This design comes from an exercise in tuning for small area, a short achievable clock period and few clock cycles on the open sky130 flow, not from production work. Only simulation tests tie the RTL to the original design; equivalence was not proved. No activity file was given, so power comes from the tool's default toggle rates.

==> design.v <==
module shk_lzw_dec (
    input  wire       clk,
    input  wire       rst,
    input  wire [7:0] in_data,
    input  wire       in_valid,
    output wire       in_ready,
    input  wire       in_eof,
    output wire [7:0] out_data,
    output wire       out_valid,
    input  wire       out_ready,
    output wire       done,
    output wire [2:0] fault
);
    localparam [2:0] F_NONE    = 3'd0;
    localparam [2:0] F_CORRUPT = 3'd3;
    localparam [2:0] F_DICTOVF = 3'd6;
    localparam [2:0] S_FETCH  = 3'd0;
    localparam [2:0] S_DECODE = 3'd1;
    localparam [2:0] S_WALK   = 3'd2;
    localparam [2:0] S_ADD    = 3'd3;
    localparam [2:0] S_EMIT   = 3'd4;
    localparam [2:0] S_DONE   = 3'd5;
    localparam [2:0] S_FAULT  = 3'd6;
    reg  [2:0]  state;
    reg  [23:0] acc;
    reg  [4:0]  cnt;
    reg  [3:0]  width;
    reg  [9:0]  size;        
    reg         fresh;
    reg  [8:0]  w_code;      
    reg  [7:0]  w_first;     
    reg  [9:0]  code;        
    reg  [8:0]  cur;         
    reg  [7:0]  first;       
    reg  [2:0]  fault_r;
    reg  [8:0]  dict_prefix [0:255];
    reg  [7:0]  dict_char   [0:255];
    reg  [7:0]  stack [0:255];
    reg  [8:0]  sp;
    wire [9:0]  mask = (10'd1 << width) - 10'd1;
    wire        have_code = ({1'b0, cnt} >= {2'b00, width});
    wire [9:0]  acc_code = acc[9:0] & mask;
    assign in_ready  = (state == S_FETCH) && !have_code;
    assign out_valid = (state == S_EMIT) && (sp != 9'd0);
    assign out_data  = stack[sp[7:0] - 8'd1];
    assign done      = (state == S_DONE);
    assign fault     = fault_r;
    always @(posedge clk) begin
        if (rst) begin
            state   <= S_FETCH;
            acc     <= 24'd0;
            cnt     <= 5'd0;
            width   <= 4'd9;
            size    <= 10'd257;
            fresh   <= 1'b1;
            w_code  <= 9'd0;
            w_first <= 8'd0;
            code    <= 10'd0;
            cur     <= 9'd0;
            first   <= 8'd0;
            fault_r <= F_NONE;
            sp      <= 9'd0;
        end else begin
            case (state)
                S_FETCH: begin
                    if (have_code) begin
                        code  <= acc_code;
                        acc   <= acc >> width;
                        cnt   <= cnt - {1'b0, width};
                        state <= S_DECODE;
                    end else if (in_valid) begin
                        acc <= acc | ({16'd0, in_data} << cnt);
                        cnt <= cnt + 5'd8;
                    end else if (in_eof) begin
                        state <= S_DONE;
                    end
                end
                S_DECODE: begin
                    if (code == 10'h100) begin
                        size  <= 10'd257;
                        fresh <= 1'b1;
                        w_code <= 9'd0;
                        width <= 4'd9;
                        state <= S_FETCH;
                    end else if (fresh) begin
                        if (code < 10'h100) begin
                            stack[0] <= code[7:0];
                            sp       <= 9'd1;
                            w_code   <= code[8:0];
                            w_first  <= code[7:0];
                            fresh    <= 1'b0;
                            state    <= S_EMIT;
                        end else begin
                            fault_r <= F_CORRUPT;
                            state   <= S_FAULT;
                        end
                    end else if (code > size) begin
                        fault_r <= F_CORRUPT;
                        state   <= S_FAULT;
                    end else if (size == 10'd512) begin
                        fault_r <= F_DICTOVF;
                        state   <= S_FAULT;
                    end else if (code == size) begin
                        stack[0] <= w_first;
                        sp       <= 9'd1;
                        cur      <= w_code;
                        state    <= S_WALK;
                    end else begin
                        sp    <= 9'd0;
                        cur   <= code[8:0];
                        state <= S_WALK;
                    end
                end
                S_WALK: begin
                    if (cur < 9'h100) begin
                        stack[sp[7:0]] <= cur[7:0];
                        sp    <= sp + 9'd1;
                        first <= cur[7:0];
                        state <= S_ADD;
                    end else begin
                        stack[sp[7:0]] <= dict_char[cur[7:0]];
                        sp  <= sp + 9'd1;
                        cur <= dict_prefix[cur[7:0]];
                    end
                end
                S_ADD: begin
                    dict_prefix[size[7:0]] <= w_code;
                    dict_char[size[7:0]]   <= first;
                    size    <= size + 10'd1;
                    if ((size + 10'd1) == mask)
                        width <= width + 4'd1;
                    w_code  <= code[8:0];
                    w_first <= first;
                    state   <= S_EMIT;
                end
                S_EMIT: begin
                    if (sp == 9'd0)
                        state <= S_FETCH;
                    else if (out_ready)
                        sp <= sp - 9'd1;
                end
                default: ;
            endcase
        end
    end
endmodule
==> run.sh <==
#!/bin/bash
# synth_recipe.tcl (not shown) runs the flow's synth.tcl, then flattens the netlist and writes it again
# the make line also repeats each setting of config.mk as NAME=value (left out here)
make -C /OpenROAD-flow-scripts/flow DESIGN_CONFIG=/design/flow/config.mk WORK_HOME=/design/flow/orfs CLKGATE_MAP_FILE= SYNTH_SCRIPT=/design/flow/synth_recipe.tcl finish
==> config.mk <==
export PLATFORM = sky130hd
export DESIGN_NAME = shk_lzw_dec
export DESIGN_NICKNAME = shk_lzw_dec
export VERILOG_FILES = /design/flow/design.v
export SDC_FILE = /design/flow/constraint.sdc
export NUM_CORES = 4
export LEC_CHECK = 0
export CAP_MARGIN = 20
export CORE_MARGIN = 2
export CORE_UTILIZATION = 40
export SLEW_MARGIN = 20
==> constraint.sdc <==
create_clock -name core_clock -period 10.0 [get_ports {clk}]
set_input_delay 2.0000 -clock core_clock [delete_from_list [all_inputs] [get_ports {clk}]]
set_output_delay 2.0000 -clock core_clock [all_outputs]
set_load 0.01 [all_outputs]
==> flow_metrics.tcl <==
set metrics [dict create \
    whs_ns 0.475 \
    cpLargestDelayFamily "multiplexers" \
    synth_fp_nets 11100 \
    path_buf_inv 3 \
    dp_hpwl_um 371000 \
    max_freq_mhz 119 \
    layout.nets 11500 \
    postRouteAntennaNets 0 \
    start_util 0.401 \
    max_slew_margin 0.143 \
    syn_to_final_growth_pct 13.1 \
    holdCritPathClass "reg2reg" \
    cpPeakStageDelay_ns 1.03 \
    rsz0062_at_grt "no" \
    cts_max_level 6 \
    ys_ff_latch 6511 \
    worstSkewPairLatency_ns 1.11 \
    grt_max_degree 227 \
    die_w_um 799 \
    cts_setup_buffers 0 \
    gp_congestion 0.849 \
    ys_types 73 \
    finalWorstSetupSlack_ns 1.60 \
    via_per_inst 5.86 \
    yosysSeqAreaShare 0.769 \
    first_iter_violations 16100 \
    hp-start "cur[7]" \
    min_period_over_period 0.840 \
    port_buffers 26 \
    clock_sinks 6511 \
    yosysTopAreaCell "edfxtp_1" \
    post_drt_wl_per_cell_um 31.7 \
    crit_path_start_kind "register" \
    root_buffer "clkbuf_16" \
    core_area_um2 631000 \
    grt_pass1_wl_um 911000 \
    die_area_um2 639000 \
    synth-async-reset-ratio 0 \
    worst-path-max-fanout 94 \
    synth_area_um2 253000 \
    tightest_slew_ns 1.28 \
    yosysTopAreaCellShare 0.760 \
    dieHeight_um 799 \
    preCtsSetupSlack_ns 2.63 \
    io_pins 27 \
    cp_common_cell "mux4_2" \
    num_vias 119000 \
    track_usage 0.198 \
    ys.flop_type "edfxtp_1" \
    hold_buffers 0 \
    drv_cap 0 \
    critPathKind "reg2out" \
    ir_drop_mv 0.277 \
    power_leakage_nw 86.3 \
    yosys-top-cells-count "6400 x edfxtp_1, 2009 x mux4_2, 640 x nor2_1, 350 x clkbuf_1, 209 x nand2_1" \
    fillers 51600 \
    yosys_warnings 1 \
    yosysMostFrequentCell "edfxtp_1" \
    drive_gt1_frac 0.303 \
    yosys-top-cells-area "edfxtp_1 76%, mux4_2 18%, nor2_1 0.95%" \
    clockBufferDepth 4 \
    syn_avg_cell_area_um2 23.0 \
    cts_tree "yes" \
    status "complete, no violations" \
    antenna_found_initial 33 \
    powerDensity_nw_per_um2 217 \
    critPathLaunch "sp[0]" \
    clk_pin_slew_ns 0.07 \
    hold_violations 0 \
    timing.final.crit_period_ns 8.40 \
    cts-resized-gates 0 \
    slowest_stage "ha_4" \
    rows 292 \
    cts_buffers 646 \
    syn_inst 11000 \
    cp.arrival_ns 6.40 \
    drc 0 \
    synth-edff-count 6400 \
    fin_skew_ns 0.116 \
    crit_required_ns 8.00 \
    end_kind "primary output" \
    dr.pass1.iters 6 \
    slew_violations 0 \
    final-setup-viol-count 0 \
    cp_cell_sequence "inv_1 > ha_4 > buf_12 > mux4_2 > mux4_2 > mux4_2 > a22oi_1 > nand2_1 > clkdlybuf4s50_1" \
    grt_overflow_total 0 \
    setup-tns-final_ns 0 \
    first_global_vias 121000 \
    routed_wl_um 645000 \
]
## state kept, by name, summed over array words and instances (netlist names), 9 cells and up, named ones only
signal       cells
size            10
w_code           9
sp               9
cur              9
stack         2048
dict_char     2048
code            10
dict_prefix   2304
acc             24
## path summary, 6_finish.rpt
| kind | to | slack (ns) | cells after the start |
|---|---|---|---|
| max reg2reg | stack[155][0] | 3.13 | 11 |
| min | first[7] | 0.48 | 2 |
| min reg2reg | first[7] | 0.48 | 2 |
| max | out_data[6] | 1.60 | 9 |
## power breakdown
part | leakage [nW] | internal (W) | switching (W)
Combinational | 16.2 | 0.00386 | 0.00471
Sequential | 60.2 | 0.0298 | 0.000168
Clock | 9.89 | 0.0132 | 0.0103
## cell type report
type	instances	area [um^2]	area share
Antenna cell	11	27.5	0.0000962
Clock buffer	797	16900	0.0590
Clock inverter	353	3410	0.0119
Inverter	42	159	0.000555
Multi-Input combinational cell	3815	56600	0.198
Sequential cell	6511	194000	0.680
Tap cell	8379	10500	0.0366
Timing Repair Buffer	444	4010	0.0140
## layout by cell type (no fill, tap or decap), types with 29 or more instances in the layout
cell type	netlist	layout
nor2_4	0	62
inv_1	39	38
nor2_1	640	435
edfxtp_1	6400	6400
mux2i_1	169	169
clkbuf_1	350	144
a22oi_1	29	29
clkbuf_16	0	653
nand2_1	209	195
mux4_2	2009	2009
buf_12	0	40
a21oi_1	142	141
ha_1	34	33
clkinv_1	1	139
o22ai_1	59	59
nand3_1	65	53
bufinv_16	0	47
mux2_2	33	33
o21ai_0	64	63
clkinv_2	0	108
dfxtp_1	111	87
nor2_2	0	143
buf_4	65	367
nor3_1	79	72
## per-layer routing
layer / global-route usage / wire [um]
met1: 0.276 / 256000
met2: 0.317 / 310000
met3: 0.0416 / 58600
met4: 0.0564 / 19800
met5: 0 / 228
## through the flow
stage | cells | power (W) | util | cell area [um^2]
final | 20400 | 0.0621 | 0.453 | 286000
after global routing | 20300 | 0.0639 | 0.453 | 286000
after CTS | 20300 | 0.0625 | 0.452 | 286000
after detailed placement | 19200 | 0.0392 | 0.420 | 265000
after global placement | 19200 | 0.0391 | 0.420 | 265000
after floorplan | 11000 | 0.0362 | - | 253000
## worst register-to-register path: stages, from the launching register on
cell and delay [ns]:
dfxtp_4 0.83, buf_4 0.80, buf_4 0.74, mux4_2 0.36, mux4_2 0.28, o22ai_1 0.15
nor3_1 0.95, o21ai_1 0.32, nor3_1 0.38, a311o_2 0.17, buf_4 0.62, buf_12 0.63
## cell families after synthesis
| family | share of synthesized area |
|---|---|
| mux | 0.187 |
| flops | 0.769 |
| fa+ha+maj | 0.00184 |
| buf+inv | 0.0121 |
| compound gates | 0.0112 |
| simple gates | 0.0181 |
| xor+xnor | 0.00111 |
Testbench counts, summed over its fixed seeds: cycles 312,349.

## port drivers added, routing unchanged
The flow's constraints put no driver on any port. The routed layout listed below was extracted and timed again, unchanged, in two steps.
Step 1 assumes that a clkbuf_16 drives the clock port and a buf_2 every other input.
Step 2 moves the port delays by t, midway between the first and last clock arrival at a register: inputs arrive t later, outputs are due t later. That takes back most of the time a late clock gives input paths.
Three values: ideal, step 1, step 2; two values: the first two.
t, ns: 1.173
setup WS [ns]: 1.604 / 1.482 / 2.144
worst slew at a driven data input, ns: 0.38
After both steps this run still meets setup and hold. The setup slack of this run moves by -0.122 ns with the drivers and by +0.540 ns with both steps.
